Context: an optimization exercise on an open-source flow, tuned for small area. The choices shown serve that exercise and are no tape-out recipe.
Only simulation tests tie the RTL to the original design; equivalence was not proved.

==> run E: inputs <==
## fsk_rx
module fsk_rx (
    input  wire        clk,
    input  wire        rst,           
    input  wire        in_valid,
    input  wire [15:0] in_i,
    input  wire [15:0] in_q,
    output reg         db_valid,
    output reg  [7:0]  db_level,
    output reg  [31:0] db_maxsq,
    output reg         hit_valid,
    output reg         byte_valid,
    output reg  [7:0]  byte_data,
    output reg         byte_first,
    output reg         byte_last
);
Settings: LEC_CHECK=0, CAP_MARGIN=20, CORE_MARGIN=2, CORE_UTILIZATION=40, SLEW_MARGIN=20; clock period 12.0 ns.
standard.sh (not shown) runs the stock make flow with config.mk's settings and CLKGATE_MAP_FILE= SYNTH_SCRIPT=/design/flow/synth_recipe.tcl, a recipe that flattens the netlist after the stock synthesis.
==> flow/flow/run.sh <==
#!/bin/bash
# Standard layout, with these changes:
#  - the standard synthesis's netlist is improved before floorplanning:
#    flow/polarity.py removes the inverters Yosys leaves between full adders,
#    flow/remap.sh re-maps the logic between registers and adder cells with
#    ABC's area mapper, and polarity.py runs again on the result.  The
#    registers, their names and cell types are unchanged; flow/simcheck.py
#    compares each result with the standard netlist on random patterns, and
#    the flow falls back to the last good netlist if anything differs;
#  - ports are buffered with sky130_fd_sc_hd__buf_1;
#  - the clock tree uses sky130_fd_sc_hd__clkbuf_8 and no dummy loads.
set -uo pipefail
RES=$(sed -n 's/.*WORK_HOME=\([^ ]*\).*/\1/p' standard.sh | head -1)/results/$FLOW_PLATFORM/fsk_rx/base
LIB=$FLOW_HOME/platforms/$FLOW_PLATFORM/lib/sky130_fd_sc_hd__tt_025C_1v80.lib
export SIMCHECK_LIB=$LIB
bash standard.sh synth > synth.log 2>&1 || exit 1
cp "$RES/1_2_yosys.v" yosys_standard.v

flops() { grep -E "^\s*sky130_fd_sc_hd__(dfxtp|edfxtp|dfrtp|dfstp|sdf|dfbb|dfxbp|dfrbp|dlx|dlr)" "$1" | awk '{print $1, $2}' | sort | md5sum; }
good() {  # good NEW: same registers and same function as the standard netlist
  [[ -s "$1" ]] && [[ "$(flops "$1")" == "$(flops yosys_standard.v)" ]] &&
    python3 flow/simcheck.py yosys_standard.v "$1" 4096 >> simcheck.log 2>&1
}
best=yosys_standard.v
python3 flow/polarity.py "$LIB" yosys_standard.v yosys_pol1.v > polarity1.log 2>&1 &&
  good yosys_pol1.v && best=yosys_pol1.v
bash flow/remap.sh "$LIB" "$best" yosys_remap.v remap > remap.log 2>&1 &&
  good yosys_remap.v &&
  python3 flow/polarity.py "$LIB" yosys_remap.v yosys_pol2.v > polarity2.log 2>&1 &&
  good yosys_pol2.v && best=yosys_pol2.v
echo "netlist used: $best" | tee netlist_used.log
cp "$best" "$RES/1_2_yosys.v"
rm -f "$RES/1_synth.odb" "$RES/1_synth.sdc"
bash standard.sh "BUFFER_PORTS_ARGS=-buffer_cell sky130_fd_sc_hd__buf_1" \
  "CTS_ARGS=-sink_clustering_enable -repair_clock_nets -dont_use_dummy_load -buf_list sky130_fd_sc_hd__clkbuf_8" \
  finish > layout.log 2>&1
==> flow/flow/cellmap.py <==
import re,sys
LIB=sys.argv[1]; used=set(re.findall(r'^\s*(sky130_fd_sc_hd__\w+)\s', open(sys.argv[2]).read(), re.M))
lib=open(LIB).read()
skip=('fa_','ha_','df','edf','sdf','dl','conb','tap','fill','decap')
out=[]
for m in re.finditer(r'cell \("(sky130_fd_sc_hd__\w+)"\)\s*\{', lib):
    name=m.group(1)
    if name not in used or any(name.startswith('sky130_fd_sc_hd__'+s) for s in skip): continue
    end=lib.find('\n    cell ("', m.end()); body=lib[m.end():end]
    ins=[]; outs={}
    for pm in re.finditer(r'pin \("(\w+)"\)\s*\{(.*?)\n        \}', body, re.S):
        fm=re.search(r'function\s*:\s*"([^"]*)"', pm.group(2))
        dm=re.search(r'direction\s*:\s*"?(\w+)', pm.group(2))
        if fm: outs[pm.group(1)]=fm.group(1)
        elif dm and dm.group(1)=='input': ins.append(pm.group(1))
    if len(outs)!=1: continue
    (o,f),=outs.items()
    e=f.replace('!','~').replace('*','&').replace('+','|')
    out.append("module %s(%s);\n%s\n  output %s;\n  assign %s = %s;\nendmodule\n"%(name, ", ".join(ins+[o]), "\n".join("  input %s;"%i for i in ins), o, o, e))
open(sys.argv[3],'w').write("".join(out))
==> flow/flow/remap.sh <==
#!/bin/bash
# usage: remap.sh lib in.v out.v workdir
# Re-maps the combinational logic of a mapped netlist with ABC's area
# mapper.  Flip-flops, full and half adders and tie cells are kept as they
# are (same instances, same names); every other cell is turned back into
# its logic function first.
set -euo pipefail
LIB=$1; IN=$2; OUT=$3; W=$4
mkdir -p "$W"
python3 "$(dirname "$0")/cellmap.py" "$LIB" "$IN" "$W/cellmap.v"
DU=""
PLAT_CFG=${FLOW_HOME:-/OpenROAD-flow-scripts/flow}/platforms/${FLOW_PLATFORM:-sky130hd}/config.mk
DONT_USE_LIST=$(sed -n '/DONT_USE_CELLS/,/^$/p' "$PLAT_CFG" | grep -o 'sky130_fd_sc_hd__[A-Za-z0-9_]*' | tr '\n' ' ')
for c in $DONT_USE_LIST; do DU="$DU -dont_use $c"; done
cat > "$W/remap.ys" <<EOS
read_liberty -lib $LIB
read_verilog $IN
read_verilog -overwrite $W/cellmap.v
hierarchy -top ${FLOW_TOP:-fsk_rx}
flatten
techmap
opt -fast
abc -liberty $LIB $DU -D $(python3 -c "print(int(float('${FLOW_PERIOD_NS:-12}')*1000))") -script +strash;dch;amap;topo;stime,-c;dnsize,-c
setundef -zero
hilomap -singleton -hicell sky130_fd_sc_hd__conb_1 HI -locell sky130_fd_sc_hd__conb_1 LO
splitnets
opt_clean -purge
insbuf -buf sky130_fd_sc_hd__buf_4 A X
stat -liberty $LIB
write_verilog -noattr -nohex -nodec $OUT
EOS
yosys -q -l "$W/remap.log" -p "script $W/remap.ys" > /dev/null
Other scripts of this flow, unchanged in this note and not shown: flow/flow/polarity.py, flow/flow/simcheck.py
==> run C (differences from run E) <==
--- a/flow/flow/cellmap.py
+++ b/flow/flow/cellmap.py
@@ -3,3 +3,4 @@
 lib=open(LIB).read()
-skip=('fa_','ha_','df','edf','sdf','dl','conb','tap','fill','decap')
+import os
+skip=tuple(os.environ.get('REMAP_KEEP','fa_').split())+('df','edf','sdf','dl','conb','tap','fill','decap')
 out=[]
@@ -15,6 +16,6 @@
         elif dm and dm.group(1)=='input': ins.append(pm.group(1))
-    if len(outs)!=1: continue
-    (o,f),=outs.items()
-    e=f.replace('!','~').replace('*','&').replace('+','|')
-    out.append("module %s(%s);\n%s\n  output %s;\n  assign %s = %s;\nendmodule\n"%(name, ", ".join(ins+[o]), "\n".join("  input %s;"%i for i in ins), o, o, e))
+    if not outs: continue
+    os_=sorted(outs)
+    body="".join("  output %s;\n  assign %s = %s;\n"%(o,o,outs[o].replace('!','~').replace('*','&').replace('+','|')) for o in os_)
+    out.append("module %s(%s);\n%s\n%sendmodule\n"%(name, ", ".join(ins+os_), "\n".join("  input %s;"%i for i in ins), body))
 open(sys.argv[3],'w').write("".join(out))
--- a/flow/flow/remap.sh
+++ b/flow/flow/remap.sh
@@ -3,3 +3,3 @@
 # Re-maps the combinational logic of a mapped netlist with ABC's area
-# mapper.  Flip-flops, full and half adders and tie cells are kept as they
+# mapper (three rounds).  Flip-flops, full adders and tie cells are kept as they
 # are (same instances, same names); every other cell is turned back into
@@ -22,3 +22,3 @@
 opt -fast
-abc -liberty $LIB $DU -D $(python3 -c "print(int(float('${FLOW_PERIOD_NS:-12}')*1000))") -script +strash;dch;amap;topo;stime,-c;dnsize,-c
+abc -liberty $LIB $DU -D $(python3 -c "print(int(float('${FLOW_PERIOD_NS:-12}')*1000))") -script +${REMAP_SCRIPT:-strash;dch;amap;strash;dch;amap;strash;dch;amap;topo;dnsize,-c}
 setundef -zero
==> run A (differences from run E) <==
--- a/flow/flow/run.sh
+++ b/flow/flow/run.sh
@@ -9,2 +9,4 @@
 #    the flow falls back to the last good netlist if anything differs;
+#    flow/unbuf.py then drops the buffers synthesis put in front of output
+#    ports (the layout's own port buffers replace them);
 #  - ports are buffered with sky130_fd_sc_hd__buf_1;
@@ -30,2 +32,4 @@
   good yosys_pol2.v && best=yosys_pol2.v
+python3 flow/unbuf.py "$best" yosys_unbuf.v > unbuf.log 2>&1 &&
+  good yosys_unbuf.v && best=yosys_unbuf.v
 echo "netlist used: $best" | tee netlist_used.log
--- a/flow/flow/cellmap.py
+++ b/flow/flow/cellmap.py
@@ -3,3 +3,4 @@
 lib=open(LIB).read()
-skip=('fa_','ha_','df','edf','sdf','dl','conb','tap','fill','decap')
+import os
+skip=tuple(os.environ.get('REMAP_KEEP','fa_').split())+('df','edf','sdf','dl','conb','tap','fill','decap')
 out=[]
@@ -15,6 +16,6 @@
         elif dm and dm.group(1)=='input': ins.append(pm.group(1))
-    if len(outs)!=1: continue
-    (o,f),=outs.items()
-    e=f.replace('!','~').replace('*','&').replace('+','|')
-    out.append("module %s(%s);\n%s\n  output %s;\n  assign %s = %s;\nendmodule\n"%(name, ", ".join(ins+[o]), "\n".join("  input %s;"%i for i in ins), o, o, e))
+    if not outs: continue
+    os_=sorted(outs)
+    body="".join("  output %s;\n  assign %s = %s;\n"%(o,o,outs[o].replace('!','~').replace('*','&').replace('+','|')) for o in os_)
+    out.append("module %s(%s);\n%s\n%sendmodule\n"%(name, ", ".join(ins+os_), "\n".join("  input %s;"%i for i in ins), body))
 open(sys.argv[3],'w').write("".join(out))
--- a/flow/flow/remap.sh
+++ b/flow/flow/remap.sh
@@ -3,3 +3,3 @@
 # Re-maps the combinational logic of a mapped netlist with ABC's area
-# mapper.  Flip-flops, full and half adders and tie cells are kept as they
+# mapper (three rounds).  Flip-flops, full adders and tie cells are kept as they
 # are (same instances, same names); every other cell is turned back into
@@ -22,3 +22,3 @@
 opt -fast
-abc -liberty $LIB $DU -D $(python3 -c "print(int(float('${FLOW_PERIOD_NS:-12}')*1000))") -script +strash;dch;amap;topo;stime,-c;dnsize,-c
+abc -liberty $LIB $DU -D $(python3 -c "print(int(float('${FLOW_PERIOD_NS:-12}')*1000))") -script +${REMAP_SCRIPT:-strash;dch;amap;strash;dch;amap;strash;dch;amap;topo;dnsize,-c}
 setundef -zero
==> flow/flow/unbuf.py (new file) <==
#!/usr/bin/env python3
"""Drop the buffers Yosys's insbuf put between a cell output and an output
port: the driving cell then drives the port net directly (the port still
gets its own buffer from the layout flow's buffer_ports).

usage: unbuf.py in.v out.v
"""
import re
import sys

src = open(sys.argv[1]).read()
cell_re = re.compile(r"^(\s*)(sky130_fd_sc_hd__\w+)\s+(\S+)\s*\((.*?)\);\n", re.S | re.M)
pin_re = re.compile(r"\.(\w+)\(\s*(.*?)\s*\)\s*(?:,|$)", re.S)

outs, ins = set(), set()
for m in re.finditer(r"^\s*(input|output)\s+(\[\d+:\d+\]\s*)?(\S+?)\s*;", src, re.M):
    (outs if m.group(1) == "output" else ins).add(m.group(3))


def port_of(n):
    return n.split("[")[0].strip()


cells = []
for m in cell_re.finditer(src):
    pins = dict((p, n.strip()) for p, n in pin_re.findall(m.group(4)))
    cells.append([m.group(2), m.group(3), pins, m.span()])

uses = {}
for c in cells:
    for n in c[2].values():
        uses[n] = uses.get(n, 0) + 1

rename = {}
drop = set()
for i, (typ, name, pins, _) in enumerate(cells):
    if re.match(r"sky130_fd_sc_hd__buf_\d+$", typ) and set(pins) == {"A", "X"}:
        a, x = pins["A"], pins["X"]
        if port_of(x) in outs and port_of(a) not in outs and port_of(a) not in ins \
                and a not in rename and not a.startswith("1'"):
            rename[a] = x
            drop.add(i)


def esc(n):
    return n + " " if n.startswith("\\") else n


out = []
last = 0
for i, (typ, name, pins, span) in enumerate(cells):
    out.append(src[last:span[0]])
    last = span[1]
    if i in drop:
        continue
    body = ",\n".join("    .%s(%s)" % (p, esc(rename.get(n, n))) for p, n in pins.items())
    out.append("  %s %s (\n%s\n  );\n" % (typ, name, body))
out.append(src[last:])
open(sys.argv[2], "w").write("".join(out))
sys.stderr.write("unbuf: %d port buffers dropped\n" % len(drop))
GPL_TIMING_DRIVEN = 0   (was default)
==> notes <==
The highest register-to-register slack belongs to run E, the lowest to run A. The lowest via count belongs to run A, the highest to run E. Worst setup slack: run A < run E < run C. Maximum frequency: run E is lower than run C (about 1.8%). Cell count: run E > run C > run A. Count of clock-buffer cells in the layout is the same in run E and run C.
==> figures <==
item	run C	run E	run A
Result of the run	complete, no violations	complete, no violations	complete, no violations
Number of cells on the worst reg-to-reg path	44	32	40
CP endpoint kind	output port	output port	flop
Detailed-routing iteration count for the pre-antenna-repair pass	7	7	9
Chip Height	228.2 um	240.7 um	226.5 um
Number of nets produced by synthesis	2,951	3,271	2,912
Detailed Place HPWL	67,370 um	69,820 um	63,030 um
Mean Syn Cell Area	7.592 sq um	8.242 sq um	7.593 sq um
R2r endpoint	cnt[0]	cnt[2]	cnt[0]
Met3 demand-to-capacity share in global routing	7.350%	6.245%	6.648%
Post-Syn Instances	2,648	2,718	2,609
Finished Layout Cells	3,524	3,639	3,445
Dominant cell type by count on the critical path	nor2_1	-	fa_1
Full die area	52,070 sq um	57,910 sq um	51,320 sq um
Clock transition at path regs	80 ps	80 ps	100 ps

========
==> v6 <==
fsk_rx again, from the RTL that the note above started with.
Settings: LEC_CHECK=0, CAP_MARGIN=20, CORE_MARGIN=2, CORE_UTILIZATION=40, SLEW_MARGIN=20; clock period 12.0 ns.
==> flow/flow/run.sh <==
#!/bin/bash
# Standard layout, with these changes:
#  - ports are buffered with sky130_fd_sc_hd__buf_1;
#  - the clock tree uses sky130_fd_sc_hd__clkbuf_8 and no dummy loads.
set -uo pipefail
RES=$(sed -n 's/.*WORK_HOME=\([^ ]*\).*/\1/p' standard.sh | head -1)/results/$FLOW_PLATFORM/fsk_rx/base
LIB=$FLOW_HOME/platforms/$FLOW_PLATFORM/lib/sky130_fd_sc_hd__tt_025C_1v80.lib
export SIMCHECK_LIB=$LIB
bash standard.sh synth > synth.log 2>&1 || exit 1
cp "$RES/1_2_yosys.v" yosys_standard.v

flops() { grep -E "^\s*sky130_fd_sc_hd__(dfxtp|edfxtp|dfrtp|dfstp|sdf|dfbb|dfxbp|dfrbp|dlx|dlr)" "$1" | awk '{print $1, $2}' | sort | md5sum; }
good() {  # good NEW: same registers and same function as the standard netlist
  [[ -s "$1" ]] && [[ "$(flops "$1")" == "$(flops yosys_standard.v)" ]] &&
    python3 flow/simcheck.py yosys_standard.v "$1" 4096 >> simcheck.log 2>&1
}
best=yosys_standard.v
python3 flow/polarity.py "$LIB" yosys_standard.v yosys_pol1.v > polarity1.log 2>&1 &&
  good yosys_pol1.v && best=yosys_pol1.v
bash flow/remap.sh "$LIB" "$best" yosys_remap.v remap > remap.log 2>&1 &&
  good yosys_remap.v &&
  python3 flow/polarity.py "$LIB" yosys_remap.v yosys_pol2.v > polarity2.log 2>&1 &&
  good yosys_pol2.v && best=yosys_pol2.v
python3 flow/unbuf.py "$best" yosys_unbuf.v > unbuf.log 2>&1 &&
  good yosys_unbuf.v && best=yosys_unbuf.v
python3 flow/sizeup.py "$LIB" "$best" yosys_sizeup.v > sizeup.log 2>&1 &&
  good yosys_sizeup.v && best=yosys_sizeup.v
echo "netlist used: $best" | tee netlist_used.log
cp "$best" "$RES/1_2_yosys.v"
rm -f "$RES/1_synth.odb" "$RES/1_synth.sdc"
bash standard.sh "BUFFER_PORTS_ARGS=-buffer_cell sky130_fd_sc_hd__buf_1" \
  "CTS_ARGS=-sink_clustering_enable -repair_clock_nets -dont_use_dummy_load -buf_list sky130_fd_sc_hd__clkbuf_8" \
  finish > layout.log 2>&1
==> flow/flow/sizeup.py <==
#!/usr/bin/env python3
"""Free drive-strength changes in a mapped sky130 netlist: every
combinational cell whose stronger variant has the same area is swapped for
it (inv_1 -> inv_2, or2_1 -> or2_2, ...), and inverters driving many loads
get inv_4 (two-input nand/nor the _2 size), which is smaller than the
buffer the layout flow would otherwise add.  Registers are not touched.

usage: sizeup.py lib in.v out.v
"""
import re
import sys
from collections import Counter

LIB, IN, OUT = sys.argv[1:4]
P = "sky130_fd_sc_hd__"
lib = open(LIB).read()
area = {}
for m in re.finditer(r'cell \("' + P + r'(\w+)"\)\s*\{', lib):
    am = re.search(r"area\s*:\s*([0-9.]+)", lib[m.end():m.end() + 2000])
    if am:
        area[m.group(1)] = float(am.group(1))
SEQ = ("df", "edf", "sdf", "dl", "conb", "tap", "fill", "decap", "lpflow", "clkdly", "probe")
free = {}
for k in area:
    m = re.match(r"(.*)_(\d+)$", k)
    if not m or k.startswith(SEQ):
        continue
    base, s = m.group(1), int(m.group(2))
    for s2 in (2, 4):
        k2 = "%s_%d" % (base, s2)
        if s2 > s and k2 in area and area[k2] <= area[k] + 1e-6 and k not in free:
            free[k] = k2

src = open(IN).read()
cell_re = re.compile(r"^(\s*)" + P + r"(\w+)(\s+)(\S+)(\s*\()(.*?)\);\n", re.S | re.M)
pin_re = re.compile(r"\.(\w+)\(\s*(.*?)\s*\)\s*(?:,|$)", re.S)
fanout = Counter()
for m in cell_re.finditer(src):
    for p, n in pin_re.findall(m.group(6)):
        if p not in ("X", "Y", "Q", "Q_N", "SUM", "COUT", "HI", "LO"):
            fanout[n.strip()] += 1

changed = Counter()


def repl(m):
    typ = m.group(2)
    new = free.get(typ, typ)
    if typ in ("inv_1", "inv_2", "nor2_1", "nand2_1"):
        pins = dict((p, n.strip()) for p, n in pin_re.findall(m.group(6)))
        if fanout[pins.get("Y")] >= 10:
            new = {"inv_1": "inv_4", "inv_2": "inv_4"}.get(typ, typ[:-1] + "2")
    if new != typ:
        changed[typ + "->" + new] += 1
    return m.group(1) + P + new + m.group(3) + m.group(4) + m.group(5) + m.group(6) + ");\n"


open(OUT, "w").write(cell_re.sub(repl, src))
sys.stderr.write("sizeup: %s\n" % dict(changed))
Other scripts of this flow, unchanged in this note and not shown: flow/flow/cellmap.py, flow/flow/polarity.py, flow/flow/remap.sh, flow/flow/simcheck.py, flow/flow/unbuf.py
==> inputs of v38, as changes to v6 <==
--- a/flow/flow/run.sh
+++ b/flow/flow/run.sh
@@ -1,5 +1,14 @@
 #!/bin/bash
 # Standard layout, with these changes:
+#  - the standard synthesis's netlist is improved before floorplanning:
+#    flow/polarity.py removes the inverters Yosys leaves between full adders,
+#    flow/remap.sh re-maps the logic between registers and adder cells with
+#    ABC's area mapper, and polarity.py runs again on the result.  The
+#    registers, their names and cell types are unchanged; flow/simcheck.py
+#    compares each result with the standard netlist on random patterns, and
+#    the flow falls back to the last good netlist if anything differs;
+#    flow/unbuf.py then drops the buffers synthesis put in front of output
+#    ports (the layout's own port buffers replace them);
 #  - ports are buffered with sky130_fd_sc_hd__buf_1;
 #  - the clock tree uses sky130_fd_sc_hd__clkbuf_8 and no dummy loads.
 set -uo pipefail
@@ -23,8 +32,6 @@
   good yosys_pol2.v && best=yosys_pol2.v
 python3 flow/unbuf.py "$best" yosys_unbuf.v > unbuf.log 2>&1 &&
   good yosys_unbuf.v && best=yosys_unbuf.v
-python3 flow/sizeup.py "$LIB" "$best" yosys_sizeup.v > sizeup.log 2>&1 &&
-  good yosys_sizeup.v && best=yosys_sizeup.v
 echo "netlist used: $best" | tee netlist_used.log
 cp "$best" "$RES/1_2_yosys.v"
 rm -f "$RES/1_synth.odb" "$RES/1_synth.sdc"
removed: flow/flow/sizeup.py
==> comparison table <==
| quantity | v6 | v38 |
|---|---|---|
| Met2 Use GR | 51.6% | 52.7% |
| M1 GR Usage | 44.9% | 46.6% |
| Placeable core area | 49000 um^2 | 48700 um^2 |
| DP Worst Slack | -69.4 ps | -148 ps |
| Hold Crit Endpoint | pi[11] | pi[5] |
| Nets | 3110 | 3152 |
| Reg-to-reg slack, setup | 1660 ps | 880 ps |
| Die W | 227 um | 226 um |
| Nonclk buf count | 204 | 246 |
| Slowest stage delay, CP | 520 ps | 530 ps |
| Period Utilization, post-route | 95.3% | 95.1% |
| Chip Height | 227 um | 226 um |
| Number of cells upsized or downsized after cts | 0 | 1 |
| Result of the run | no timing/DRC/antenna violations | no timing/DRC/antenna violations |
| Total Die Area | 51300 um^2 | 50900 um^2 |
| Portion of the layout cell area used by non-clock buffers | 5.55% | 6.98% |
| Clock buffer and inverter area fraction after layout | 1.05% | 1.05% |
| Uppermost signal routing layer after detailed routing | met5 | met4 |
| WL per Instance | 24.0 um | 24.1 um |
| Placer Congestion | 1.04 | 1.03 |
| Worst max-slew margin expressed relative to the limit | 19.4% | 31.3% |

what the ideal ports hide:
In the flow no input, the clock included, has a driving cell. The finished layouts below were timed again as built, in two steps.
Step 1, drivers: a clkbuf_16 drives clk and a buf_2 each remaining input, both assumed.
Step 2, shift: input delay + t, output delay - t, t = (earliest + latest rising clock arrival at the registers) / 2. This alone moves slack from input paths to output paths.
Three values: ideal ports, drivers, drivers and shift; two values: the first two.
| run | t (ns) | setup slack, ns | worst setup path after step 2 | cell pins on the clock port's net |
|---|---|---|---|---|
| run E | 0.585 | 0.625 / 0.563 / 0.297 | input to register | 1 |
| run C | 0.532 | 0.827 / 0.771 / 0.291 | input to register | 1 |
| run A | 0.540 | 0.397 / 0.438 / -0.102 | input to register | 1 |
| v6 | 0.532 | 0.563 / 0.514 / 0.217 | input to register | 1 |
| v38 | 0.587 | 0.591 / 0.538 / 0.197 | input to register | 1 |
Met with ideal ports but missed after step 2: setup timing in run A. For run C, which loses most, drivers alone change the setup slack by -0.056 ns; drivers and shift together by -0.536 ns.
